What follows belongs to an exercise in optimizing a design on an open flow for small area; a production flow would make more cautious choices.
In this exercise RTL edits were held to simulation tests only and were not proved equivalent to the original.
Power figures rest on the tool's default switching activity, not on a simulated workload.

**run.sh**
```bash
#!/bin/bash
# synth_recipe.tcl (not shown) runs the flow's synth.tcl, then flattens the netlist and writes it again
# the make line also repeats each setting of config.mk as NAME=value (left out here)
make -C /OpenROAD-flow-scripts/flow DESIGN_CONFIG=/design/flow/config.mk WORK_HOME=/design/flow/orfs CLKGATE_MAP_FILE= SYNTH_SCRIPT=/design/flow/synth_recipe.tcl finish
```
**config.mk**
```make
export PLATFORM = sky130hd
export DESIGN_NAME = tmp100_accessor
export DESIGN_NICKNAME = tmp100_accessor
export VERILOG_FILES = /design/flow/design.v
export SDC_FILE = /design/flow/constraint.sdc
export NUM_CORES = 4
export LEC_CHECK = 0
export CAP_MARGIN = 20
export CORE_MARGIN = 2
export CORE_UTILIZATION = 40
export SLEW_MARGIN = 20
```
**constraint.sdc**
```tcl
create_clock -name core_clock -period 70.0 [get_ports {clk}]
set_input_delay 14.0000 -clock core_clock [delete_from_list [all_inputs] [get_ports {clk}]]
set_output_delay 14.0000 -clock core_clock [all_outputs]
set_load 0.01 [all_outputs]
```
**design.v**
```verilog
module tmp100_accessor (
    input  wire        clk,
    input  wire        rst,           
    input  wire [6:0]  addr_init,     
    input  wire        cmd_valid,
    input  wire [15:0] cmd,
    output wire        busy,
    output reg         done,
    output reg  [15:0] status,
    output reg  [15:0] result,
    output reg  [31:0] tempf,
    output wire        req_valid,
    output reg  [1:0]  req_kind,
    output wire [6:0]  req_addr,
    output reg  [7:0]  req_ptr,
    output reg  [7:0]  req_data,
    output reg  [1:0]  req_count,
    input  wire        rsp_valid,
    input  wire [7:0]  rsp_xstatus,
    input  wire [1:0]  rsp_nbytes,
    input  wire [7:0]  rsp_byte0,
    input  wire [7:0]  rsp_byte1,
    output wire        dly_valid,
    output wire [15:0] dly_ms,
    input  wire        dly_done
);
    localparam [3:0] OP_INIT          = 4'h1,
                     OP_INIT_RES      = 4'h2,
                     OP_INIT_RES_MODE = 4'h3,
                     OP_GETCFG        = 4'h4,
                     OP_SETCFG        = 4'h5,
                     OP_GETRES        = 4'h6,
                     OP_SETRES        = 4'h7,
                     OP_GETMODE       = 4'h8,
                     OP_SETMODE       = 4'h9,
                     OP_READTEMP      = 4'hA;
    localparam [1:0] K_BEGIN  = 2'd0,
                     K_SETPTR = 2'd1,
                     K_WRITE1 = 2'd2,
                     K_READN  = 2'd3;
    localparam [7:0] PTR_TEMP   = 8'h00,
                     PTR_CONFIG = 8'h01;
    localparam [15:0] SETTLE_MS = 16'd350;
    localparam [3:0] U_END     = 4'd0,    
                     U_BEGIN   = 4'd1,    
                     U_SETPTR  = 4'd2,    
                     U_RDCFG   = 4'd3,    
                     U_WRRES   = 4'd4,    
                     U_WRMODE  = 4'd5,    
                     U_WRDATA  = 4'd6,    
                     U_WROS    = 4'd7,    
                     U_DELAY   = 4'd8,    
                     U_RDTEMP  = 4'd9;    
    localparam [1:0] CODE_OK      = 2'd0,
                     CODE_BUS_ERR = 2'd1,
                     CODE_NO_DATA = 2'd2,
                     CODE_ILLEGAL = 2'd3;
    localparam [2:0] S_IDLE   = 3'd0,
                     S_START  = 3'd1,    
                     S_REQ    = 3'd2,    
                     S_FINISH = 3'd3;    
    reg [2:0]  state;
    reg [15:0] cmd_q;
    reg [3:0]  step;
    reg        mode_cache;
    reg [6:0]  addr_q;
    reg [7:0]  cfg_tmp;      
    reg [15:0] temp_w;       
    wire [3:0] op  = cmd_q[15:12];
    wire [1:0] res = cmd_q[9:8];
    wire [7:0] dat = cmd_q[7:0];
    wire       m   = cmd_q[0];
    function legal;
        input [15:0] w;
        begin
            case (w[15:12])
                OP_INIT, OP_GETCFG, OP_GETRES, OP_GETMODE, OP_READTEMP:
                    legal = (w[11:0] == 12'h000);
                OP_INIT_RES, OP_SETRES:
                    legal = (w[11:10] == 2'b00) && (w[7:0] == 8'h00);
                OP_INIT_RES_MODE:
                    legal = (w[11:10] == 2'b00) && (w[7:1] == 7'h00);
                OP_SETCFG:
                    legal = (w[11:8] == 4'h0);
                OP_SETMODE:
                    legal = (w[11:1] == 11'h000);
                default:
                    legal = 1'b0;
            endcase
        end
    endfunction
    function [3:0] uop;
        input [3:0] opc;
        input [3:0] k;
        input       shutdown;
        begin
            uop = U_END;
            case (opc)
                OP_INIT:
                    case (k)
                        4'd0: uop = U_BEGIN;
                        4'd1: uop = U_SETPTR;
                        default: uop = U_END;
                    endcase
                OP_INIT_RES:
                    case (k)
                        4'd0: uop = U_BEGIN;
                        4'd1: uop = U_RDCFG;
                        4'd2: uop = U_WRRES;
                        4'd3: uop = U_SETPTR;
                        4'd4: uop = U_SETPTR;
                        default: uop = U_END;
                    endcase
                OP_INIT_RES_MODE:
                    case (k)
                        4'd0: uop = U_BEGIN;
                        4'd1: uop = U_RDCFG;
                        4'd2: uop = U_WRRES;
                        4'd3: uop = U_SETPTR;
                        4'd4: uop = U_RDCFG;
                        4'd5: uop = U_WRMODE;
                        4'd6: uop = U_SETPTR;
                        4'd7: uop = U_SETPTR;
                        default: uop = U_END;
                    endcase
                OP_GETCFG, OP_GETRES:
                    case (k)
                        4'd0: uop = U_RDCFG;
                        4'd1: uop = U_SETPTR;
                        default: uop = U_END;
                    endcase
                OP_SETCFG:
                    case (k)
                        4'd0: uop = U_WRDATA;
                        4'd1: uop = U_SETPTR;
                        default: uop = U_END;
                    endcase
                OP_SETRES:
                    case (k)
                        4'd0: uop = U_RDCFG;
                        4'd1: uop = U_WRRES;
                        4'd2: uop = U_SETPTR;
                        default: uop = U_END;
                    endcase
                OP_SETMODE:
                    case (k)
                        4'd0: uop = U_RDCFG;
                        4'd1: uop = U_WRMODE;
                        4'd2: uop = U_SETPTR;
                        default: uop = U_END;
                    endcase
                OP_READTEMP:
                    if (shutdown)
                        case (k)
                            4'd0: uop = U_RDCFG;
                            4'd1: uop = U_WROS;
                            4'd2: uop = U_DELAY;
                            4'd3: uop = U_RDTEMP;
                            default: uop = U_END;
                        endcase
                    else
                        case (k)
                            4'd0: uop = U_RDTEMP;
                            default: uop = U_END;
                        endcase
                default:
                    uop = U_END;
            endcase
        end
    endfunction
    wire [3:0] cur_uop  = uop(op, step, mode_cache);
    wire [3:0] next_uop = uop(op, step + 4'd1, mode_cache);
    wire in_req = (state == S_REQ);
    assign req_valid = in_req && (cur_uop != U_DELAY);
    assign req_addr  = (req_valid && req_kind != K_BEGIN) ? addr_q : 7'd0;
    assign dly_valid = in_req && (cur_uop == U_DELAY);
    assign dly_ms    = dly_valid ? SETTLE_MS : 16'd0;
    always @(*) begin
        req_kind  = K_BEGIN;
        req_ptr   = 8'h00;
        req_data  = 8'h00;
        req_count = 2'd0;
        if (in_req) begin
            case (cur_uop)
                U_BEGIN: begin
                    req_kind = K_BEGIN;
                end
                U_SETPTR: begin
                    req_kind = K_SETPTR;
                    req_ptr  = PTR_TEMP;
                end
                U_RDCFG: begin
                    req_kind  = K_READN;
                    req_ptr   = PTR_CONFIG;
                    req_count = 2'd1;
                end
                U_WRRES: begin
                    req_kind = K_WRITE1;
                    req_ptr  = PTR_CONFIG;
                    req_data = (cfg_tmp & 8'h9F) | {1'b0, res, 5'b00000};
                end
                U_WRMODE: begin
                    req_kind = K_WRITE1;
                    req_ptr  = PTR_CONFIG;
                    req_data = (cfg_tmp & 8'hFE) | {7'd0, m};
                end
                U_WRDATA: begin
                    req_kind = K_WRITE1;
                    req_ptr  = PTR_CONFIG;
                    req_data = dat;
                end
                U_WROS: begin
                    req_kind = K_WRITE1;
                    req_ptr  = PTR_CONFIG;
                    req_data = cfg_tmp | 8'h80;
                end
                U_RDTEMP: begin
                    req_kind  = K_READN;
                    req_ptr   = PTR_TEMP;
                    req_count = 2'd2;
                end
                default: ;
            endcase
        end
    end
    assign busy = (state != S_IDLE);
    wire signed [15:0] t16   = {{4{temp_w[15]}}, temp_w[15:4]};
    wire signed [17:0] num   = 18'sd9 * t16 + 18'sd2560;       
    wire               f_neg = num[17];
    wire        [14:0] f_mag = f_neg ? (~num[14:0] + 15'd1) : num[14:0];
    wire [42:0] dividend = {f_mag, 28'd0};
    wire [42:0] quo      = dividend / 43'd5;
    wire [2:0]  rem      = dividend % 43'd5;
    reg  [5:0]  msb;
    reg  [42:0] norm;
    integer     i;
    always @(*) begin
        msb = 6'd0;
        for (i = 0; i < 43; i = i + 1)
            if (quo[i]) msb = i[5:0];
        norm = quo << (6'd42 - msb);      
    end
    wire [23:0] mant   = norm[42:19];
    wire        guard  = norm[18];
    wire        sticky = (norm[17:0] != 18'd0) || (rem != 3'd0);
    wire        rnd_up = guard && (sticky || mant[0]);
    wire [24:0] mant_r = {1'b0, mant} + {24'd0, rnd_up};
    wire [7:0]  expo   = {2'b00, msb} + 8'd95 + {7'd0, mant_r[24]};
    wire [22:0] frac   = mant_r[24] ? mant_r[23:1] : mant_r[22:0];
    wire [31:0] f32    = {f_neg, expo, frac};
    reg  [1:0] rsp_code;
    always @(*) begin
        rsp_code = CODE_OK;
        if (cur_uop != U_BEGIN && rsp_xstatus != 8'h00)
            rsp_code = CODE_BUS_ERR;
        else if (req_kind == K_READN && rsp_nbytes < req_count)
            rsp_code = CODE_NO_DATA;
    end
    wire req_done = in_req && ((cur_uop == U_DELAY) ? dly_done : rsp_valid);
    always @(posedge clk) begin
        if (rst) begin
            state      <= S_IDLE;
            cmd_q      <= 16'h0000;
            step       <= 4'd0;
            mode_cache <= 1'b0;
            addr_q     <= addr_init;
            status     <= 16'h0000;
            result     <= 16'h0000;
            tempf      <= 32'h00000000;
            done       <= 1'b0;
        end else begin
            done <= 1'b0;
            case (state)
                S_IDLE: begin
                    if (cmd_valid) begin
                        cmd_q  <= cmd;
                        step   <= 4'd0;
                        status <= 16'h0000;
                        result <= 16'h0000;
                        tempf  <= 32'h00000000;
                        state  <= S_START;
                    end
                end
                S_START: begin
                    if (!legal(cmd_q)) begin
                        status <= {8'h00, 4'd0, 1'b0, 1'b0, CODE_ILLEGAL};
                        done   <= 1'b1;
                        state  <= S_IDLE;
                    end else begin
                        if (op == OP_INIT || op == OP_INIT_RES)
                            mode_cache <= 1'b0;
                        if (op == OP_SETMODE)
                            mode_cache <= m;
                        if (cur_uop == U_END)
                            state <= S_FINISH;
                        else
                            state <= S_REQ;
                    end
                end
                S_REQ: begin
                    if (req_done) begin
                        if (rsp_code != CODE_OK && cur_uop != U_DELAY) begin
                            status <= {(rsp_code == CODE_BUS_ERR) ? rsp_xstatus : 8'h00,
                                       step, 1'b0, 1'b0, rsp_code};
                            done   <= 1'b1;
                            state  <= S_IDLE;
                        end else begin
                            if (cur_uop == U_RDCFG)
                                cfg_tmp <= rsp_byte0;
                            if (cur_uop == U_RDTEMP)
                                temp_w <= {rsp_byte0, rsp_byte1};
                            if (op == OP_INIT_RES_MODE && step == 4'd3)
                                mode_cache <= m;
                            step <= step + 4'd1;
                            if (next_uop == U_END)
                                state <= S_FINISH;
                        end
                    end
                end
                S_FINISH: begin
                    case (op)
                        OP_GETCFG:   result <= {8'h00, cfg_tmp};
                        OP_GETRES:   result <= {14'd0, cfg_tmp[6:5]} + 16'd9;
                        OP_GETMODE:  result <= {15'd0, mode_cache};
                        OP_READTEMP: begin
                            result <= t16;
                            tempf  <= f32;
                        end
                        default: ;
                    endcase
                    done  <= 1'b1;
                    state <= S_IDLE;
                end
                default: state <= S_IDLE;
            endcase
        end
    end
endmodule
```
==> flow_summary.ini <==
[die]
dieArea_um2 = 67400
floorplan.rows = 93
ios = 165
die_height_um = 260
die_w_um = 260
core_area_um2 = 64600
floorplan.initialDensity_pct = 40.5

[cells_and_area]
layout.nets = 3620
antenna_cells = 0
layout_common_cells = 358 x nand2_1, 356 x nor2_1, 258 x a21oi_1, 184 x o21ai_0, 141 x nand3_1
drive_gt1_share_pct = 15.2
fin_util_pct = 42.8
areaGrowthSynthToFinish_pct = 5.67
final_common_cell = nand2_1

[synth]
synth_edf_count = 27
netlist.area_leader.share_pct = 6.51
yosys-top-cells-area = dfxtp_1 6.5%, nand2_1 5.1%, nor2_1 5.1%
ys_ff_latch = 112
synth-seq-area-share_pct = 9.61
ys_warn_count = 1
post_synth_num_cell_types = 193
synth_area_um2 = 26100
async_reset_ff_share_pct = 0
synth_ff_type = dfxtp_1
synth_area_per_cell_um2 = 7.49
yosysTopAreaCell = dfxtp_1
netlist_instances = 3489

[setup_path]
critPathBufInv = 16
r2r_slack_ns = 11.36
setup.worst_path.end_class = flop
cp.required_ns = 70.29
crit_family = simple AND/OR/NAND/NOR gates
path_class = reg2reg
rr_endpoint = tempf[27]
r2r-start = temp_w[15]
reg2regPathDepth = 192
cp_slowest_cell = a22o_1
crit_top_cell = ha_1
crit_path_start_kind = flop
critical_path.max_fanout = 58
cpPeakStageDelay_ns = 0.88
arrival_ns = 58.93

[power_and_ir_drop]
ir_drop_mv = 0.0130
combPwrFrac_pct = 22.0
power_density_nw_per_um2 = 5.63
p_seq_share_pct = 44.1
p_sw_share_pct = 31.7
internal_power_mw = 0.106
p_leak_nw = 9.87
p_clk_share_pct = 33.9
p_switching_mw = 0.0493

[sta]
rsz0062_at_grt = no
worst_slew_margin_rel_pct = 26.1
period_minus_slack_ns = 58.64
tightest_slew_ns = 1.09
whs_ns = 0.452
fmax_mhz = 17.1
hold_viol = 0
finClkSkew_ns = 0.0133
setup_tns_ns = 0
fin_ws_ns = 11.36
post-route-period-util_pct = 83.8
slew_violations = 0
setup_violations = 0

[hold_path]
hp-class = reg2reg
hold_start = status[8]
min_path_cells = 2
worstHoldEndpoint = status[8]

[placement]
gp_congestion = 0.955
port-buffer-count = 141
pre_cts_slack_ns = 12.42
dp_hpwl_mm = 68.0

[global_routing]
grtUsageTotal_pct = 24.4
grt_pass1_wl_mm = 137
grt_antenna_before_repair = 0
grt_max_degree = 84
grt_pass1_vias = 24896
gr-total-overflow = 0

[clocking]
postCtsHoldBufs = 0
post_cts_buffers = 0
cts_buffers = 9
ctsLongestPathBuffers = 2
clock_latency_ns = 0.36
cts-resized-gates = 0
cts_tree = done
path_clk_slew_ns = 0.09
htree_levels = 3
cts.sinks = 112
cts-root-buf = clkbuf_16

[drt]
vias = 27701
drc_errors = 0
postRouteAntennaNets = 0
drtIter0Drc = 2437
viasPerCell = 6.38
dr.pass1.iters = 6
wl_per_cell_um = 20.0
wirelength_mm = 86.8

[outcome]
status = no timing/DRC/antenna violations

[job]
drv_cap = 0
==> routing by layer <==
metal | wire, um | up-vias | global-route usage, %
li1 | - | 13370 | -
met5 | 0 | - | 0
met2 | 39200 | 963 | 39.3
met4 | 2220 | 0 | 6.07
met1 | 39900 | 13246 | 34.6
met3 | 5410 | 122 | 2.80
==> how the worst max path moves through the flow <==
stage | slack (ns) | depth (start not counted) | to | startpoint
after CTS | 12.21 | 192 | tempf[27] | temp_w[15]
after detailed placement | 12.42 | 192 | tempf[27] | temp_w[15]
after global routing | 7.60 | 192 | tempf[27] | temp_w[15]
after floorplan | 21.85 | 230 | tempf[25] | temp_w[15]
after global placement | 12.58 | 192 | tempf[27] | temp_w[15]
final | 11.36 | 192 | tempf[27] | temp_w[15]
==> cells by family after synthesis <==
group,synth area share [%]
compound gates,37.1
xor+xnor,5.34
fa+ha+maj,4.23
buf+inv,8.40
flops,9.61
mux,6.65
other cells,0.0143
simple gates,28.6
==> synthesized netlist by cell type (19+ instances only) <==
library cell,number
nand2_1,358
nor2_1,356
a21oi_1,258
o21ai_0,184
nand3_1,141
inv_1,100
nor3_1,94
xnor2_1,94
dfxtp_1,85
ha_1,82
mux2i_1,68
clkbuf_1,56
and2_1,52
a31oi_1,51
o211ai_1,46
a211oi_1,44
buf_4,42
nor4_1,42
xor2_1,41
buf_6,40
nand4_1,39
o21ai_1,35
a22oi_1,34
a21o_1,33
o31ai_1,32
clkbuf_8,31
or2_2,29
edfxtp_1,27
or3_1,26
and3_1,25
o21a_1,23
mux2_2,22
mux4_2,21
o22ai_1,21
a32oi_1,20
buf_2,20
or4_1,19
==> final cells by class <==
type	instances	area, um2
inverter	118	488
timing repair buffer	172	1640
tap	855	1070
clock inverter	7	90.1
clock buffer	9	225
multi-input combinational	3067	21600
fill	6771	37000
sequential	112	2510
==> power groups by stage <==
stage,registers (mW),logic [mW],clock network (mW)
6_report,0.0686,0.0342,0.0528
5_1_grt,0.0688,0.0373,0.0565
4_1_cts,0.0686,0.0337,0.0545
3_5_place_dp,0.0701,0.0334,0
3_3_place_gp,0.0701,0.0335,0
2_1_floorplan,0.0694,0.0254,0
==> worst reg2reg max path: cells and delay by family, from the launching register on <==
kind / cells / cell delay (ns)
and+or+nand+nor: 70 / 19.67
muxes: 6 / 2.43
xor gates and xnor gates: 6 / 1.82
buffers and inverters: 16 / 3.24
adders and majority gates: 35 / 12.92
AOI/OAI and AO/OA: 59 / 18.00
DFF: 1 / 0.49
==> per-stage QoR <==
step | instances | total power, mW | instance area, um2
detailed placement | 4324 | 0.104 | 27300
global placement | 4324 | 0.104 | 27300
floorplan | 3507 | 0.0948 | 26200
finish | 4340 | 0.156 | 27600
global route | 4340 | 0.163 | 27600
CTS | 4340 | 0.157 | 27600
==> flip-flops by register name (all words and copies together) (netlist names), named ones only <==
| signal | flops |
|---|---|
| cfg_tmp | 8 |
| mode_cache | 1 |
| cmd_q | 16 |
| step | 4 |
| temp_w | 12 |
| addr_q | 7 |
| state | 2 |
| status | 14 |
| tempf | 32 |
| done | 1 |
| result | 12 |

-- re-timing with driven ports --
How much do the figures lean on ideal ports? The routed layout below was timed once more, with nothing changed but the port constraints.
Step 1: set_driving_cell puts a clkbuf_16 on clk and a buf_2 on each other input, an assumption about the parent block.
Step 2 times the ports against the registers' clock, not the clock port: input delays grow and output delays shrink by t, the midpoint of the rising clock arrivals with the driver on.
Three values: no drivers, after step 1, after step 2; two values: the first two.
shift t [ns]: 0.397
setup slack, ns: 11.356 / 11.356 / 11.356
hold slack, ns: 0.452 / 0.452 / 0.452
worst setup path at the end: register to register
clock arrival spread, ns: 0.014 / 0.014
After both steps this run still meets setup and hold. For this run, drivers alone change the setup slack by 0.000 ns; drivers and shift together by 0.000 ns.
